From an optimization exercise on the open Yosys and OpenROAD flow, aimed at small area, a short achievable clock period and few clock cycles; shortcuts taken in it are not production practice. The RTL was checked by simulation tests, not by an equivalence proof against the original design. Power figures rest on the tool's default switching activity, not on a simulated workload.

purple:
==> module env_mad, before the edit <==
module env_mad (
    input  wire        clk,
    input  wire        rst,         
    input  wire        in_valid,
    input  wire        in_op,       
    input  wire [15:0] in_data,
    output wire        in_ready,
    output reg         out_valid,
    output reg  [15:0] out_data
);
    localparam [15:0] BASELINE = 16'd512;
    reg       filling;
    reg [3:0] fcnt;
    reg       rdy;
    always @(posedge clk) begin
        if (rst) begin
            filling <= 1'b1;
            rdy     <= 1'b0;
            fcnt    <= 4'd0;
        end else if (filling) begin
            fcnt <= fcnt + 4'd1;
            if (fcnt == 4'd14)
                rdy <= 1'b1;
            if (fcnt == 4'd15)
                filling <= 1'b0;
        end
    end
    assign in_ready = rdy;
    reg        c_valid;
    reg        c_op;
    reg [15:0] c_data;
    always @(posedge clk) begin
        c_valid <= in_valid && rdy && !rst;
        c_op    <= in_op;
        c_data  <= in_data;
    end
    wire do_push = c_valid && !c_op;
    wire do_int  = c_valid &&  c_op;
    wire [19:0] sx = sum;
    wire [19:0] sy = {4'd0, c_data};
    wire [19:0] sz = {4'hf, ~b[15]};
    wire [19:0] ua = sx ^ sy ^ sz;
    wire [19:0] ub = {(sx[18:0] & sy[18:0]) | (sx[18:0] & sz[18:0]) | (sy[18:0] & sz[18:0]), 1'b1};
    reg  [19:0] gg, pp, cc;
    reg  [19:0] sum_next;
    integer q, w;
    always @* begin
        gg = ua & ub;
        pp = ua ^ ub;
        for (w = 1; w < 20; w = w * 2)
            for (q = 2 * w - 1; q < 20; q = q + 2 * w) begin
                gg[q] = gg[q] | (pp[q] & gg[q - w]);
                pp[q] = pp[q] & pp[q - w];
            end
        for (w = 8; w >= 1; w = w / 2)
            for (q = 3 * w - 1; q < 20; q = q + 2 * w) begin
                gg[q] = gg[q] | (pp[q] & gg[q - w]);
                pp[q] = pp[q] & pp[q - w];
            end
        cc = {gg[18:0], 1'b0};
        sum_next = ua ^ ub ^ cc;
    end
    reg [15:0] b [0:15];
    reg [19:0] sum;
    integer i;
    always @(posedge clk) begin
        if (filling || do_push) begin
            b[0] <= filling ? BASELINE : c_data;
            for (i = 1; i < 16; i = i + 1)
                b[i] <= b[i-1];
        end
        if (filling)
            sum <= 20'd16 * BASELINE;
        else if (do_push)
            sum <= sum_next;
    end
    wire [15:0] mean = sum[19:4];
    wire [2:0]  rem2 = sum[3:1];
    reg [15:0] lt;
    reg        cy;
    integer j, n;
    always @* begin
        for (j = 0; j < 16; j = j + 1) begin
            cy = 1'b0;
            for (n = 0; n < 16; n = n + 1)
                cy = (mean[n] & ~b[j][n]) | (mean[n] & cy) | (~b[j][n] & cy);
            lt[j] = cy;
        end
    end
    reg        a_valid;
    reg [15:0] a_lt;
    always @(posedge clk) begin
        a_valid <= do_int && !rst;
        a_lt    <= lt;
    end
    reg [18:0] r [0:17];
    integer k;
    always @* begin
        for (k = 0; k < 16; k = k + 1)
            r[k] = {3'd0, ~(a_lt[k] ? b[k] : mean)};
        r[16] = {mean[14:0], 1'b0, rem2};
        r[17] = 19'd16;
    end
    function [37:0] csa;
        input [18:0] x, y, z;
        reg   [18:0] s, c;
        begin
            s = x ^ y ^ z;
            c = (x & y) | (x & z) | (y & z);
            csa = {c[17:0], 1'b0, s};
        end
    endfunction
    wire [18:0] l1 [0:11];
    wire [18:0] l2 [0:7];
    wire [18:0] l3 [0:5];
    wire [18:0] l4 [0:3];
    wire [18:0] l5 [0:2];
    wire [18:0] l6 [0:1];
    genvar g;
    generate
        for (g = 0; g < 6; g = g + 1) begin : t1
            assign {l1[2*g+1], l1[2*g]} = csa(r[3*g], r[3*g+1], r[3*g+2]);
        end
        for (g = 0; g < 4; g = g + 1) begin : t2
            assign {l2[2*g+1], l2[2*g]} = csa(l1[3*g], l1[3*g+1], l1[3*g+2]);
        end
        for (g = 0; g < 2; g = g + 1) begin : t3
            assign {l3[2*g+1], l3[2*g]} = csa(l2[3*g], l2[3*g+1], l2[3*g+2]);
        end
        assign l3[4] = l2[6];
        assign l3[5] = l2[7];
        for (g = 0; g < 2; g = g + 1) begin : t4
            assign {l4[2*g+1], l4[2*g]} = csa(l3[3*g], l3[3*g+1], l3[3*g+2]);
        end
        assign {l5[1], l5[0]} = csa(l4[0], l4[1], l4[2]);
        assign l5[2] = l4[3];
        assign {l6[1], l6[0]} = csa(l5[0], l5[1], l5[2]);
    endgenerate
    wire [18:0] total = l6[0] + l6[1];
    always @(posedge clk) begin
        if (rst)
            out_valid <= 1'b0;
        else
            out_valid <= a_valid;
        out_data <= total[18:3];
    end
endmodule
==> flow/config.mk <==
export PLATFORM = sky130hd
export DESIGN_NAME = env_mad
export DESIGN_NICKNAME = env_mad
export VERILOG_FILES = /design/flow/design.v
export SDC_FILE = /design/flow/constraint.sdc
export NUM_CORES = 4
export LEC_CHECK = 0
export CAP_MARGIN = 20
export CORE_MARGIN = 2
export CORE_UTILIZATION = 60
export CTS_BUF_LIST = sky130_fd_sc_hd__clkbuf_16
export CTS_CLUSTER_DIAMETER = 100
export CTS_CLUSTER_SIZE = 24
export SLEW_MARGIN = 20
==> flow/constraint.sdc <==
create_clock -name core_clock -period 27.0 [get_ports {clk}]
set_input_delay 5.4000 -clock core_clock [delete_from_list [all_inputs] [get_ports {clk}]]
set_output_delay 5.4000 -clock core_clock [all_outputs]
set_load 0.01 [all_outputs]
standard.sh (not shown) runs the stock make flow with config.mk's settings and CLKGATE_MAP_FILE= SYNTH_SCRIPT=/design/flow/synth_recipe.tcl, a recipe that flattens the netlist after the stock synthesis.
==> flow/flow/run.sh <==
#!/bin/bash
# Own layout flow: the standard flow (standard.sh) at the design's clock
# period and constraints, with these changes:
#  - after the standard synthesis, flow/polarity.py re-chooses the polarity
#    of the full-adder cells (a full adder is self-dual), which removes
#    inverters between adders; registers and all other cells are unchanged;
#  - the port buffers that global placement inserts are plain buffers
#    (buf_2) rather than the delay-buffer cell buffer_ports picks by default;
set -euo pipefail
export BUFFER_PORTS_ARGS="-buffer_cell sky130_fd_sc_hd__buf_2"
export SETUP_SLACK_MARGIN=20.5
res=orfs/results/sky130hd/env_mad/base
bash standard.sh "$PWD/$res/1_2_yosys.v" > flow_synth.log 2>&1
cp "$res/1_2_yosys.v" "$res/1_2_yosys.std.v"
python3 flow/polarity.py "$res/1_2_yosys.std.v" "$res/1_2_yosys.v" > flow_polarity.log 2>&1
bash standard.sh > flow_make.log 2>&1
Other scripts of this flow, unchanged in this note and not shown: flow/flow/polarity.py
Testbench counts of purple, summed over its fixed seeds: cycles 16,125.
[inputs] red vs purple
--- a/flow/design.v
+++ b/flow/design.v
@@ -35,32 +35,8 @@
         c_data  <= in_data;
     end
     wire do_push = c_valid && !c_op;
     wire do_int  = c_valid &&  c_op;
-    wire [19:0] sx = sum;
-    wire [19:0] sy = {4'd0, c_data};
-    wire [19:0] sz = {4'hf, ~b[15]};
-    wire [19:0] ua = sx ^ sy ^ sz;
-    wire [19:0] ub = {(sx[18:0] & sy[18:0]) | (sx[18:0] & sz[18:0]) | (sy[18:0] & sz[18:0]), 1'b1};
-    reg  [19:0] gg, pp, cc;
-    reg  [19:0] sum_next;
-    integer q, w;
-    always @* begin
-        gg = ua & ub;
-        pp = ua ^ ub;
-        for (w = 1; w < 20; w = w * 2)
-            for (q = 2 * w - 1; q < 20; q = q + 2 * w) begin
-                gg[q] = gg[q] | (pp[q] & gg[q - w]);
-                pp[q] = pp[q] & pp[q - w];
-            end
-        for (w = 8; w >= 1; w = w / 2)
-            for (q = 3 * w - 1; q < 20; q = q + 2 * w) begin
-                gg[q] = gg[q] | (pp[q] & gg[q - w]);
-                pp[q] = pp[q] & pp[q - w];
-            end
-        cc = {gg[18:0], 1'b0};
-        sum_next = ua ^ ub ^ cc;
-    end
     reg [15:0] b [0:15];
     reg [19:0] sum;
     integer i;
     always @(posedge clk) begin
@@ -71,9 +47,9 @@
         end
         if (filling)
             sum <= 20'd16 * BASELINE;
         else if (do_push)
-            sum <= sum_next;
+            sum <= sum + {4'd0, c_data} - {4'd0, b[15]};
     end
     wire [15:0] mean = sum[19:4];
     wire [2:0]  rem2 = sum[3:1];
     reg [15:0] lt;
[summary]
Cell count: red higher than purple. Compared with purple, in red clock network fraction of total power lost 0.8 points, count of buffers inserted at the top-level ports neither gained nor lost much, buffering overhead picked up an extra 0.89 points, pre-CTS worst setup slack lost 0.48 ns. Run comparison: purple leading cell type in the layout, fill and taps excluded sky130_fd_sc_hd__fa_1; red leading cell type in the layout, fill and taps excluded sky130_fd_sc_hd__edfxtp_1. The ratio of cells with drive above 1 in the final layout of purple and that of red are within noise of each other. Total via count after detailed routing on red is behind purple. red: area growth from synthesis to layout 1.0 points above purple. red improves on purple in final wirelength. The lower non-clock buffer count of purple and red is in purple.
Testbench counts of red, summed over its fixed seeds: cycles 16,125.

## afterwards: timing with drivers on the ports
How much do the figures lean on ideal ports? The routed layouts below were timed once more, with nothing changed but the port constraints.
Step 1: set_driving_cell puts a clkbuf_16 on clk and a buf_2 on each other input, an assumption about the parent block.
Step 2, shift: input delay + t, output delay - t, t = (earliest + latest rising clock arrival at the registers) / 2. This alone moves slack from input paths to output paths.
Slacks: ideal / step 1 / step 2; pairs: ideal / step 1.
run | t (ns) | slack for setup (ns) | clock arrival spread, ns | worst register clock-pin slew, ns
purple | 0.595 | 20.520 / 20.463 / 20.720 | 0.036 / 0.036 | 0.11 / 0.11
red | 0.595 | 20.585 / 20.529 / 20.654 | 0.029 / 0.029 | 0.11 / 0.11
After both steps every run listed still meets setup and hold.
